This design comes from an exercise in tuning for small area, a short achievable clock period and few clock cycles per item on the open sky130 flow, not from production work.
In this exercise RTL edits were held to simulation tests only and were not proved equivalent to the original.

## main
Design tbacc, start of the top module:
module tbacc (
    input  wire         clk,
    input  wire         rst,
    input  wire         cmd_valid,
    output wire         cmd_ready,
    input  wire [7:0]   cmd_op,
    input  wire [63:0]  cmd_a,
    input  wire [63:0]  cmd_b,
    output wire         rsp_valid,
    output wire [7:0]   rsp_status,
    output wire [63:0]  rsp_data,
    output wire         mem_req,
    output wire         mem_wide,
    output wire [31:0]  mem_addr,
    input  wire         mem_ack,
    input  wire [63:0]  mem_rdata,
    input  wire         mem_err,
    output wire [63:0]  value_o,
    output wire [15:0]  status_o
);
Settings: LEC_CHECK=0, CAP_MARGIN=20, CORE_MARGIN=2, CORE_UTILIZATION=40, PLACE_DENSITY=0.6, SLEW_MARGIN=20, TNS_END_PERCENT=0; clock period 12.5 ns.
standard.sh (not shown) runs the stock make flow with config.mk's settings and CLKGATE_MAP_FILE= SYNTH_SCRIPT=/design/flow/synth_recipe.tcl, a recipe that flattens the netlist after the stock synthesis.
==> flow/flow/run.sh <==
#!/bin/bash
set -euo pipefail
bash standard.sh SETUP_SLACK_MARGIN=9 "BUFFER_PORTS_ARGS=-buffer_cell sky130_fd_sc_hd__buf_4" finish > standard.log 2>&1
Testbench counts of main, summed over its fixed seeds: cycles 16,282, hashes 384.
Setup changes, main to the feature branch
diff --git a/flow/design.v b/flow/design.v
--- a/flow/design.v
+++ b/flow/design.v
@@ -570,23 +570,23 @@
     reg  [2:0]  fault;                  
     reg         nz;                     
     reg  [63:0] m;                      
     reg         blk;                    
     reg         rd;                     
     reg         bm;                     
     reg         mreq, mwide;
     reg  [2:0]  gcnt;                   
     reg         gdone;                  
     reg  [3:0]  gn;                     
     reg         errq;                   
-    reg         rsp_q, rsp_fin_q;
+    reg         rsp_q;
     wire d_init = (cmd_op == 8'h01);
     wire d_8    = (cmd_op == 8'h10);
     wire d_16   = (cmd_op == 8'h11);
     wire d_32   = (cmd_op == 8'h12);
     wire d_64   = (cmd_op == 8'h13) || (cmd_op == 8'h14);
     wire d_b    = (cmd_op == 8'h18);
     wire d_f    = (cmd_op == 8'h20);
     wire d_rv   = !(d_init || d_8 || d_16 || d_32 || d_64 || d_b || d_f);
     wire [2:0] c = value[58:56];
     wire typed = o8 | o16 | o32 | o64;
     wire [3:0] n_typed = o8 ? 4'd1 : o16 ? 4'd2 : o32 ? 4'd4 : 4'd8;
@@ -677,23 +677,22 @@
             value     <= 64'd1;
             fin       <= 1'b1;
             fault     <= 3'd0;
             nz        <= 1'b0;
             blk       <= 1'b0;
             rd        <= 1'b0;
             bm        <= 1'b0;
             mreq      <= 1'b0;
             gdone     <= 1'b0;
             errq      <= 1'b0;
             rsp_q     <= 1'b0;
-            rsp_fin_q <= 1'b0;
         end else begin
             ready_q <= ready_n;
             vq      <= ready_q ? cmd_valid : (vq & !ex);
             value   <= value_n;
             blk     <= blk_n;
             rd      <= rd_n;
             if (init_x)
                 fin <= 1'b0;
             else if (core_f2)
                 fin <= 1'b1;
             if (x_rv | x_wrap) begin
@@ -729,33 +728,33 @@
                 if (mem_err) begin
                     mreq <= 1'b0;
                 end else begin
                     mreq  <= more;
                     mwide <= wide_n;
                     gcnt  <= gend ? 3'd0 : gcnt + 3'd1;
                 end
             end
             gdone <= rd_ack & !mem_err & gend;
             errq  <= rd_ack & mem_err;
             rsp_q     <= x_simple | bytes_done | errq | core_rl;
-            rsp_fin_q <= core_rl;
         end
     end
     always @(posedge clk)
         if (rd_ack)
             gn <= mwide ? 4'd8 : {1'b0, gcnt} + 4'd1;
     always @(posedge clk)
         if (chunk_wr | fin_load)
             m <= m_n;
-        else if (core_rl)
-            m <= dig;
+    reg  [63:0] dig_q;
+    always @(posedge clk)
+        dig_q <= dig & {64{core_rl}};
     integer i;
     always @(posedge clk) begin
         if (ready_q) begin
             a_q <= cmd_a;
             b_q <= cmd_b;
             oi  <= d_init;
             o8  <= d_8;
             o16 <= d_16;
             o32 <= d_32;
             o64 <= d_64;
             ob  <= d_b;
@@ -769,18 +768,18 @@
             end else begin
                 for (i = 0; i < 4; i = i + 1)
                     if (gcnt == i) b_q[32 + 8*i +: 8] <= mem_rdata[7:0];
                 for (i = 0; i < 4; i = i + 1)
                     if (gcnt == i + 4) a_q[32 + 8*i +: 8] <= mem_rdata[7:0];
             end
         end
     end
     assign cmd_ready  = ready_q;
     assign rsp_valid  = rsp_q;
     assign rsp_status = {5'd0, fault};
-    assign rsp_data   = m & {64{rsp_fin_q}};
+    assign rsp_data   = dig_q;
     assign mem_req    = mreq;
     assign mem_wide   = mwide;
     assign mem_addr   = cur;
     assign value_o    = value;
     assign status_o   = {5'd0, fault, 6'd0, nz, fin};
 endmodule
==> comparison <==
The feature branch: PASS, flow complete, no timing, DRC or antenna violations
Final design instance area without fill delta (the feature branch − main): unfavourable
Diff main -> the feature branch: arithmetic-cell share of the synthesized area counting full adders, half adders and majority gates now sits at about the same level, number of non-clock inverters in the layout went up by 11%, clock insertion delay at the later pin of the skew report held steady.
| largest fanout on the critical path | the feature branch vs main | 86 higher |
[the feature branch] total routed wirelength fell 34000 um relative to main
Worst hold margin, main and the feature branch: higher on the feature branch
In the tables for main and the feature branch, minimum period implied by the final worst setup slack reads lower with the feature branch.
What main reported for HPWL after detailed placement has to be multiplied by 0.860 to get the figure for the feature branch.
The feature branch gives less total number of vias than main did.
The met2 wire length of the feature branch is lower than that of main.
In terms of utilization, the feature branch and main differ only marginally.
Testbench counts of the feature branch, summed over its fixed seeds: cycles 16,282, hashes 384.

## re-timing with driven ports
The results above use ideal ports. As a check the final layouts listed here were re-extracted and re-timed, cells and wires unchanged. Step 1: set_driving_cell puts a clkbuf_16 on clk and a buf_2 on each other input, an assumption about the parent block. Step 2 moves the port delays by t, midway between the first and last clock arrival at a register: inputs arrive t later, outputs are due t later. That takes back most of the time a late clock gives input paths. Three values: no drivers, after step 1, after step 2; two values: the first two.
run | shift t [ns] | setup slack, ns | worst setup path after step 2 | worst register clock-pin slew, ns | pins driven straight from the clock port
main | 0.760 | 7.842 / 7.842 / 7.259 | input to register | 0.07 / 0.07 | 1
the feature branch | 0.770 | 8.212 / 8.212 / 7.683 | input to register | 0.07 / 0.07 | 1
After both steps every run listed still meets setup and hold. The setup slack of main, which loses most, moves by 0.000 ns with the drivers and by -0.583 ns with both steps.
